Context: an optimization exercise on an open-source flow, tuned for a short achievable clock period and few clock cycles. The choices shown serve that exercise and are no tape-out recipe. Only simulation tests tie the RTL to the original design; equivalence was not proved. Power and IR drop assume default switching activity.

$ cat run.sh
#!/bin/bash
# synth_recipe.tcl (not shown) runs the flow's synth.tcl, then flattens the netlist and writes it again
# the make line also repeats each setting of config.mk as NAME=value (left out here)
make -C /OpenROAD-flow-scripts/flow DESIGN_CONFIG=/design/flow/config.mk WORK_HOME=/design/flow/orfs CLKGATE_MAP_FILE= SYNTH_SCRIPT=/design/flow/synth_recipe.tcl finish
$ cat config.mk
export PLATFORM = sky130hd
export DESIGN_NAME = legv8_core
export DESIGN_NICKNAME = legv8_core
export VERILOG_FILES = /design/flow/design.v
export SDC_FILE = /design/flow/constraint.sdc
export NUM_CORES = 4
export LEC_CHECK = 0
export CAP_MARGIN = 20
export CORE_MARGIN = 2
export CORE_UTILIZATION = 40
export PLACE_DENSITY = 0.6
export SLEW_MARGIN = 20
$ cat constraint.sdc
create_clock -name core_clock -period 12.0 [get_ports {clk}]
set_input_delay 2.4000 -clock core_clock [delete_from_list [all_inputs] [get_ports {clk}]]
set_output_delay 2.4000 -clock core_clock [all_outputs]
set_load 0.01 [all_outputs]
$ cat design.v
module legv8_core (
    input  wire        clk,
    input  wire        rst,
    input  wire        start,
    input  wire [15:0] prog_len,
    output wire        busy,
    output reg         done,
    output reg         oob,
    output reg         imem_en,
    output reg  [15:0] imem_addr,
    input  wire [31:0] imem_rdata,
    output reg         dmem_en,
    output reg         dmem_we,
    output reg  [31:0] dmem_addr,
    output reg  [31:0] dmem_wdata,
    input  wire [31:0] dmem_rdata,
    output reg         ev_valid,
    output reg         ev_skip,
    output reg  [15:0] ev_pc,
    output reg  [4:0]  ev_op,
    output reg         ev_wen,
    output reg  [4:0]  ev_rd,
    output reg  [31:0] ev_wdata
);
    localparam [4:0] OP_NOP  = 5'd0,  OP_B    = 5'd1,  OP_AND  = 5'd2,  OP_ADD  = 5'd3,
                     OP_ADDI = 5'd4,  OP_ORR  = 5'd5,  OP_CBZ  = 5'd6,  OP_CBNZ = 5'd7,
                     OP_SUB  = 5'd8,  OP_SUBI = 5'd9,  OP_MOVZ = 5'd10, OP_MOVK = 5'd11,
                     OP_LSR  = 5'd12, OP_LSL  = 5'd13, OP_ASR  = 5'd14, OP_EOR  = 5'd15,
                     OP_STUR = 5'd16, OP_LDUR = 5'd17, OP_BRK  = 5'd18;
    localparam [2:0] S_IDLE     = 3'd0,
                     S_SCAN_REQ = 3'd1,
                     S_SCAN_CHK = 3'd2,
                     S_FETCH    = 3'd3,
                     S_EXEC     = 3'd4,
                     S_LOAD     = 3'd5;
    reg  [2:0]  state;
    reg  [15:0] n;             
    reg  [31:0] pc;            
    reg  [15:0] scan_idx;      
    reg         brk_seen;      
    reg  [15:0] brk_idx;       
    reg  [4:0]  ld_rt;         
    reg  [31:0] x [0:31];      
    assign busy = (state != S_IDLE);
    wire [31:0] w   = imem_rdata;
    wire [10:0] opf = w[31:21];
    wire is_break_word = (opf == 11'd2038);
    wire in_data = brk_seen && (pc[15:0] > brk_idx);
    reg [4:0] op;
    reg       op_ok;
    always @(*) begin
        op_ok = 1'b1;
        op    = OP_NOP;
        if (in_data)                         op = OP_NOP;
        else if (opf == 11'd0)               op = OP_NOP;
        else if (opf[10:5] == 6'b000101)     op = OP_B;
        else if (opf == 11'd1104)            op = OP_AND;
        else if (opf == 11'd1112)            op = OP_ADD;
        else if (opf[10:1] == 10'd580)       op = OP_ADDI;
        else if (opf == 11'd1360)            op = OP_ORR;
        else if (opf[10:3] == 8'd180)        op = OP_CBZ;
        else if (opf[10:3] == 8'd181)        op = OP_CBNZ;
        else if (opf == 11'd1624)            op = OP_SUB;
        else if (opf[10:1] == 10'd836)       op = OP_SUBI;
        else if (opf[10:2] == 9'd421)        op = OP_MOVZ;
        else if (opf[10:2] == 9'd485)        op = OP_MOVK;
        else if (opf == 11'd1690)            op = OP_LSR;
        else if (opf == 11'd1691)            op = OP_LSL;
        else if (opf == 11'd1692)            op = OP_ASR;
        else if (opf == 11'd1872)            op = OP_EOR;
        else if (opf == 11'd1984)            op = OP_STUR;
        else if (opf == 11'd1986)            op = OP_LDUR;
        else if (opf == 11'd2038)            op = OP_BRK;
        else                                 op_ok = 1'b0;
    end
    wire [4:0]  f_rd = w[4:0];      
    wire [4:0]  f_rn = w[9:5];
    wire [4:0]  f_rm = w[20:16];
    wire [31:0] xa = x[f_rn];
    wire [31:0] xb = x[f_rm];
    wire [31:0] xc = x[f_rd];
    wire [31:0] imm12  = {{20{w[21]}}, w[21:10]};
    wire [31:0] off26  = {{6{w[25]}}, w[25:0]};
    wire [31:0] off19  = {{13{w[23]}}, w[23:5]};
    wire [31:0] d_addr = xa + {21'd0, w[20:12], 2'b00};
    reg [31:0] result;
    reg        wen;
    reg [31:0] npc;
    always @(*) begin
        result = 32'd0;
        wen    = 1'b0;
        npc    = pc + 32'd1;
        case (op)
            OP_AND:  begin result = xa & xb;    wen = 1'b1; end
            OP_ADD:  begin result = xa + xb;    wen = 1'b1; end
            OP_ORR:  begin result = xa | xb;    wen = 1'b1; end
            OP_SUB:  begin result = xb - xa;    wen = 1'b1; end
            OP_EOR:  begin result = xa ^ xb;    wen = 1'b1; end
            OP_ADDI: begin result = xa + imm12; wen = 1'b1; end
            OP_SUBI: begin result = xa - imm12; wen = 1'b1; end
            OP_B:    npc = pc + off26;
            OP_CBZ:  if (xc == 32'd0) npc = pc + off19;
            OP_CBNZ: if (xc != 32'd0) npc = pc + off19;
            default: ;
        endcase
    end
    wire pc_in_bounds = !pc[31] && (pc < {16'd0, n});
    always @(*) begin
        imem_en    = 1'b0;
        imem_addr  = 16'd0;
        dmem_en    = 1'b0;
        dmem_we    = 1'b0;
        dmem_addr  = 32'd0;
        dmem_wdata = 32'd0;
        case (state)
            S_SCAN_REQ: if (scan_idx < n) begin
                imem_en   = 1'b1;
                imem_addr = scan_idx;
            end
            S_FETCH: if (pc_in_bounds) begin
                imem_en   = 1'b1;
                imem_addr = pc[15:0];
            end
            S_EXEC: if (op_ok && (op == OP_STUR || op == OP_LDUR)) begin
                dmem_en    = 1'b1;
                dmem_we    = (op == OP_STUR);
                dmem_addr  = d_addr;
                dmem_wdata = xc;
            end
            default: ;
        endcase
    end
    integer i;
    always @(posedge clk) begin
        if (rst) begin
            state    <= S_IDLE;
            done     <= 1'b0;
            oob      <= 1'b0;
            ev_valid <= 1'b0;
        end else begin
            done     <= 1'b0;
            ev_valid <= 1'b0;
            case (state)
                S_IDLE: if (start) begin
                    n        <= prog_len;
                    pc       <= 32'd0;
                    scan_idx <= 16'd0;
                    brk_seen <= 1'b0;
                    brk_idx  <= 16'd0;
                    for (i = 0; i < 32; i = i + 1)
                        x[i] <= 32'd0;
                    state    <= S_SCAN_REQ;
                end
                S_SCAN_REQ: begin
                    if (scan_idx < n)
                        state <= S_SCAN_CHK;
                    else
                        state <= S_FETCH;
                end
                S_SCAN_CHK: begin
                    if (is_break_word) begin
                        brk_seen <= 1'b1;
                        brk_idx  <= scan_idx;
                        state    <= S_FETCH;
                    end else begin
                        scan_idx <= scan_idx + 16'd1;
                        state    <= S_SCAN_REQ;
                    end
                end
                S_FETCH: begin
                    if (pc_in_bounds) begin
                        state <= S_EXEC;
                    end else begin
                        done  <= 1'b1;
                        oob   <= 1'b1;
                        state <= S_IDLE;
                    end
                end
                S_EXEC: begin
                    ev_pc <= pc[15:0];
                    if (!op_ok) begin
                        ev_valid <= 1'b1;
                        ev_skip  <= 1'b1;
                        ev_op    <= OP_NOP;
                        ev_wen   <= 1'b0;
                        pc       <= pc + 32'd1;
                        state    <= S_FETCH;
                    end else if (op == OP_LDUR) begin
                        ld_rt <= f_rd;
                        state <= S_LOAD;
                    end else begin
                        ev_valid <= 1'b1;
                        ev_skip  <= 1'b0;
                        ev_op    <= op;
                        ev_wen   <= wen;
                        ev_rd    <= f_rd;
                        ev_wdata <= result;
                        if (wen)
                            x[f_rd] <= result;
                        pc <= npc;
                        if (op == OP_BRK) begin
                            done  <= 1'b1;
                            oob   <= 1'b0;
                            state <= S_IDLE;
                        end else begin
                            state <= S_FETCH;
                        end
                    end
                end
                S_LOAD: begin
                    x[ld_rt] <= dmem_rdata;
                    ev_valid <= 1'b1;
                    ev_skip  <= 1'b0;
                    ev_op    <= OP_LDUR;
                    ev_wen   <= 1'b1;
                    ev_rd    <= ld_rt;
                    ev_wdata <= dmem_rdata;
                    pc       <= pc + 32'd1;
                    state    <= S_FETCH;
                end
                default: state <= S_IDLE;
            endcase
        end
    end
endmodule
==> impl.org <==
** Synthesis
- Measured against the total synthesized area, the mux share comes to 26.70%.
- Primary flip-flop cell chosen by synthesis mapping :: sky130_fd_sc_hd__edfxtp_1
- In this run the mean area of a mapped cell was 12.60 um^2.
- Syn Nets :: 6663
- The synthesized design contains 1170 enable-type register cells.
- In this run the biggest area consumer among cell types represents 44.09% of the synthesized area.
- Post-Syn Instances :: 6323
- In the post-synthesis netlist, the biggest area contributors are sky130_fd_sc_hd__edfxtp_1 (44%), sky130_fd_sc_hd__mux4_2 (23%), sky130_fd_sc_hd__nor2_1 (6.0%).
- Fraction of the mapped netlist area in compound gates :: 7.482%
- The share of the Yosys chip area taken by registers is 44.24%.
- In this run the cell area of the synthesized design comes to 79680 um^2.
- The synthesized netlist devotes 4.083% of its cell area to adder and majority cells.
- Flops & latches, synth :: 1176
- Warning count from the yosys run :: 1
- Count of distinct cell types in the synthesized netlist :: 114
- Post-synthesis share of cell area spent on and, or, nand and nor gates :: 11.58%
- After Yosys synthesis, XOR and XNOR cells account for 1.946% of the synthesized area.
- The synthesized design spends more area on one cell type than any other, namely sky130_fd_sc_hd__edfxtp_1.
- Dominant combinational cell family by area after synthesis :: multiplexers
- Of all flip-flops after synthesis, the portion carrying an async set or reset was 0%.

** STA
- Crit path time final :: 11090 ps
- Static timing analysis puts the maximum clock frequency at 0.09016 GHz.
- Final hold vios :: 0
- Maximum clock skew at final layout :: 58.11 ps
- For the pin with the worst max-slew slack, the measured transition is 1279 ps.
- After routing, the total negative slack on setup checks comes to 0 ps.
- Slew HR :: 14.44%
- Setup repair after global routing missed its margin :: no
- Setup violations remaining at the end of the flow were counted as 0.
- Post-route clock period utilization :: 92.43%
- Slew Viols, Final :: 0

** Power and ir drop
- In this run the power density over the cells is 132.4 nW/um^2.
- Leakage power figure :: 30.35 nW
- IR drop worst, VDD :: 0.1694 mV
- The completed layout was analyzed and its total power is 11.96 mW.

** Clock tree
- TritonCTS built the clock tree.
- Post-CTS repair changed the size of 0 cells.
- The clock tree synthesis step divided the H-tree into 4 levels.
- Post-CTS setup buffer count :: 0
- The longest clock path from root to sink contains 3 buffers.
- Clock sinks :: 1176
- Hold bufs inserted after CTS :: 0
- Clock transition at the registers of the reported paths :: 60 ps
- The cell sitting at the root of the clock tree is a sky130_fd_sc_hd__clkbuf_16.
- Clock buffers created by TritonCTS :: 138
- The later pin in the worst-skew pair is clocked with a latency of 850 ps.

** Hold path
- In this run the worst hold path is classified as register to register.
- Hold path start :: oob$_SDFFE_PP0P_
- Cell depth of the worst hold path :: 2

** Drt
- After detailed routing, the average wire length per cell comes to 38.38 um.
- Initial DRC count :: 11130
- The pre-antenna-repair detailed-routing pass consisted of 8 iterations.
- In the routed design, unresolved DRC markers number 0.
- Via-to-Cell Ratio :: 7.004
- Once detail routing completed, the nets flagged for antenna violations numbered 0.
- The final layout contains routed wiring with a total length of 352700 um.
- The routed layout has 64370 vias.

** Global routing
- Wire length of the first global-routing pass :: 483000 um
- The initial antenna violation count is 25.
- The via count of the first global-routing pass came to 61520.
- Pin count of the biggest net entering global routing :: 98
- Summed over all layers, the global routing overflow is 0.
- In the global route stage, overall resource usage came out at 34.02%.

** Critical path
- Critical path buffers and inverters :: 5
- Endpoint of the lowest-slack register-to-register path :: x[17][22]$_SDFFCE_PN0P_
- The critical path runs through a total of 17 cells.
- Endpoint arrival time on the critical path :: 8690 ps
- CP max stage cell :: sky130_fd_sc_hd__nor2_1
- Critical Path Max Stage Delay :: 850 ps
- The setup path with the least slack is of type input port to output pin.
- The cell family contributing the most delay on the critical path is multiplexers.
- At the worst endpoint, the required time is 9600 ps.
- The worst register-to-register path has a depth of 26.
- Walking the worst path, the cells encountered are buf_8 -> buf_12 -> mux4_2 -> mux4_2 -> mux2i_1 -> inv_1 -> ha_1 -> inv_1 -> o21bai_1 -> a21oi_1 -> o21ai_0 -> nand3_1 -> nor2_1 -> nand2_1 -> xnor2_1 -> nor2_1 -> clkdlybuf4s50_1.
- Setup slack on the worst reg-to-reg path comes out at 4120 ps.
- The critical path ends at dmem_addr[29].
- Of all nets on the critical path, the largest fanout is 34.
- Critical Path Sink Type :: output pin
- Startpoint of the worst register-to-register path :: pc[1]$_DFFE_PP_
- The critical path starts at imem_rdata[5].
- The worst setup path is launched from an input port.

** Layout
- Leaving out fill and tap cells, the most frequent cell in the layout is sky130_fd_sc_hd__nor2_1.
- In the final layout, the share of cells above drive strength 1 is 23.17%.
- Final std cell area, no fill :: 90350 um^2
- Final-layout fill cell count :: 17650
- Most frequent cells in the layout :: sky130_fd_sc_hd__nor2_1 (1262), sky130_fd_sc_hd__edfxtp_1 (1170), sky130_fd_sc_hd__mux4_2 (827), sky130_fd_sc_hd__ha_1 (252), sky130_fd_sc_hd__buf_4 (241)
- Area of the multi-input gates :: 41740 um^2
- Area Growth Syn to Fin :: 13.40%
- After the last flow step, the layout net total stands at 6764.
- Total area of sequential cells :: 35250 um^2

** Placement
- The count of buffers added on input and output ports is 229.
- Routability-driven placement finished with a final weighted congestion of 0.9569.
- Placed cell area :: 85550 um^2
- The HPWL after detailed placement is 225200 um.

** Floorplanning
- Height of the die :: 450.3 um
- Boundary Pins :: 230
- Area inside the core boundary :: 197600 um^2
- Floorplan row count :: 163
- The initial utilization of the core area, before any placement, comes to 40.32%.
- Die ar. :: 202800 um^2
- Measured along the x axis, the die boundary spans 450.3 um.

** Run
- Reported max-cap violation count :: 0

** Run status
- The flow ran to the end and the layout has no timing, DRC or antenna violations.
-- final cells by class --
cell class | instances | share of cell area [%]
clock inverters | 83 | 1.104
repair buffers | 496 | 5.211
multi-input cells | 4432 | 46.20
well taps | 2640 | 3.656
diodes | 12 | 0.03323
inverters | 180 | 0.7519
flip-flops and latches | 1176 | 39.02
clock buffers | 171 | 4.030
-- state kept, by name, summed over array words and instances, names as in the netlist, 3 cells and up --
signal and flops:
x 1024, state 3, ev_pc 16, n 16, pc 32, brk_idx 16, ev_op 5, ld_rt 5
ev_wdata 32, ev_rd 5, scan_idx 16
-- per-stage QoR --
| stage | std cells | worst slack (ps) | util (%) | hold WS [ps] |
|---|---|---|---|---|
| final | 9190 | 908.2 | 45.72 | 484.9 |
| after global routing | 9180 | 733.7 | 45.71 | 512.1 |
| after CTS | 9173 | 888.6 | 45.64 | 487.5 |
| after detailed placement | 8919 | 902.9 | 43.29 | 478.4 |
| after global placement | 8917 | 927.8 | 43.26 | 460.7 |
| after floorplan | 6323 | 778.5 | - | 478.0 |
-- how the worst min path moves through the flow --
stage	end	slack, ps
finish	oob$_SDFFE_PP0P_	480
global route	oob$_SDFFE_PP0P_	510
CTS	oob$_SDFFE_PP0P_	490
detailed placement	oob$_SDFFE_PP0P_	480
global placement	oob$_SDFFE_PP0P_	460
floorplan	oob$_SDFFE_PP0P_	480
-- power breakdown --
group,total [mW],switching [mW],internal (mW),leakage [nW]
sequential,4.82,0.129,4.69,11.2
combinational,2.69,1.67,1.02,16.9
clock,4.45,1.89,2.56,2.23
-- Yosys cell counts, types with 12 or more instances --
library cell and instances:
sky130_fd_sc_hd__nor2_1 1268, sky130_fd_sc_hd__edfxtp_1 1170, sky130_fd_sc_hd__mux4_2 827, sky130_fd_sc_hd__clkbuf_1 365, sky130_fd_sc_hd__nand2_1 284, sky130_fd_sc_hd__ha_1 252, sky130_fd_sc_hd__a21oi_1 190, sky130_fd_sc_hd__inv_1 174
sky130_fd_sc_hd__mux2i_1 170, sky130_fd_sc_hd__xnor2_1 138, sky130_fd_sc_hd__o21ai_0 136, sky130_fd_sc_hd__nor3_1 104, sky130_fd_sc_hd__nand3_1 85, sky130_fd_sc_hd__buf_2 75, sky130_fd_sc_hd__a21o_1 69, sky130_fd_sc_hd__o22ai_1 63
sky130_fd_sc_hd__a22oi_1 59, sky130_fd_sc_hd__and3_1 51, sky130_fd_sc_hd__buf_1 43, sky130_fd_sc_hd__xor2_1 39, sky130_fd_sc_hd__o21a_1 38, sky130_fd_sc_hd__nand4_1 37, sky130_fd_sc_hd__nor4_1 31, sky130_fd_sc_hd__o21bai_1 31
sky130_fd_sc_hd__a211oi_1 30, sky130_fd_sc_hd__nor3_2 30, sky130_fd_sc_hd__a221oi_1 29, sky130_fd_sc_hd__mux4_1 27, sky130_fd_sc_hd__nand2b_1 27, sky130_fd_sc_hd__a22o_1 26, sky130_fd_sc_hd__a31oi_1 25, sky130_fd_sc_hd__nor2b_1 25
sky130_fd_sc_hd__or3_1 25, sky130_fd_sc_hd__buf_6 22, sky130_fd_sc_hd__o221ai_1 21, sky130_fd_sc_hd__buf_4 18, sky130_fd_sc_hd__and2_1 17, sky130_fd_sc_hd__o211ai_1 16, sky130_fd_sc_hd__o2111ai_1 15, sky130_fd_sc_hd__nand2_2 14
sky130_fd_sc_hd__o21ai_1 14, sky130_fd_sc_hd__o31ai_1 14, sky130_fd_sc_hd__or2_2 12
-- logic make-up (layout without fill, tap and decap cells) --
logic type / Yosys count / after routing
flip-flops: 1176 / 1176
AND/OR/NAND/NOR: 2083 / 2083
multiplexers: 1039 / 1039
XOR/XNOR: 177 / 177
AO/OA/AOI/OAI: 876 / 876
buffers and inverters: 715 / 930
adder cells (fa/ha/maj): 257 / 257
other: 0 / 12
-- worst min-delay path, cell delays in order (launching register included) --
cell and delay, ps:
sky130_fd_sc_hd__dfxtp_1 310, sky130_fd_sc_hd__inv_1 60, sky130_fd_sc_hd__a211oi_1 60
-- routing by layer --
layer | GRT usage (%) | routed length (um) | vias up
li1 | - | - | 24840
met1 | 40.57 | 115200 | 32230
met2 | 50.67 | 154500 | 5814
met3 | 11.54 | 50440 | 1467
met4 | 26.12 | 32440 | 18
met5 | 0 | 109 | -
Testbench counts, summed over its fixed seeds: cycles 200,056.

==> separate check: timing with driven ports <==
No port has a modelled driver above. Below, the same layout with a new extraction and two added sets of constraints.
Step 1, drivers: a clkbuf_16 drives clk and a buf_2 each remaining input, both assumed.
Step 2 times the ports against the registers' clock, not the clock port: input delays grow and output delays shrink by t, the midpoint of the rising clock arrivals with the driver on.
Slacks: ideal / step 1 / step 2; pairs: ideal / step 1.
t, ns: 0.922
slack for setup (ns): 0.908 / 0.850 / 0.850
hold WS [ns]: 0.485 / 0.485 / 0.485
worst setup path after step 2: input to output
slew at the worst register clock pin (ns): 0.08 / 0.08
After both steps this run still meets setup and hold. For this run, drivers alone change the setup slack by -0.058 ns; drivers and shift together by -0.058 ns.
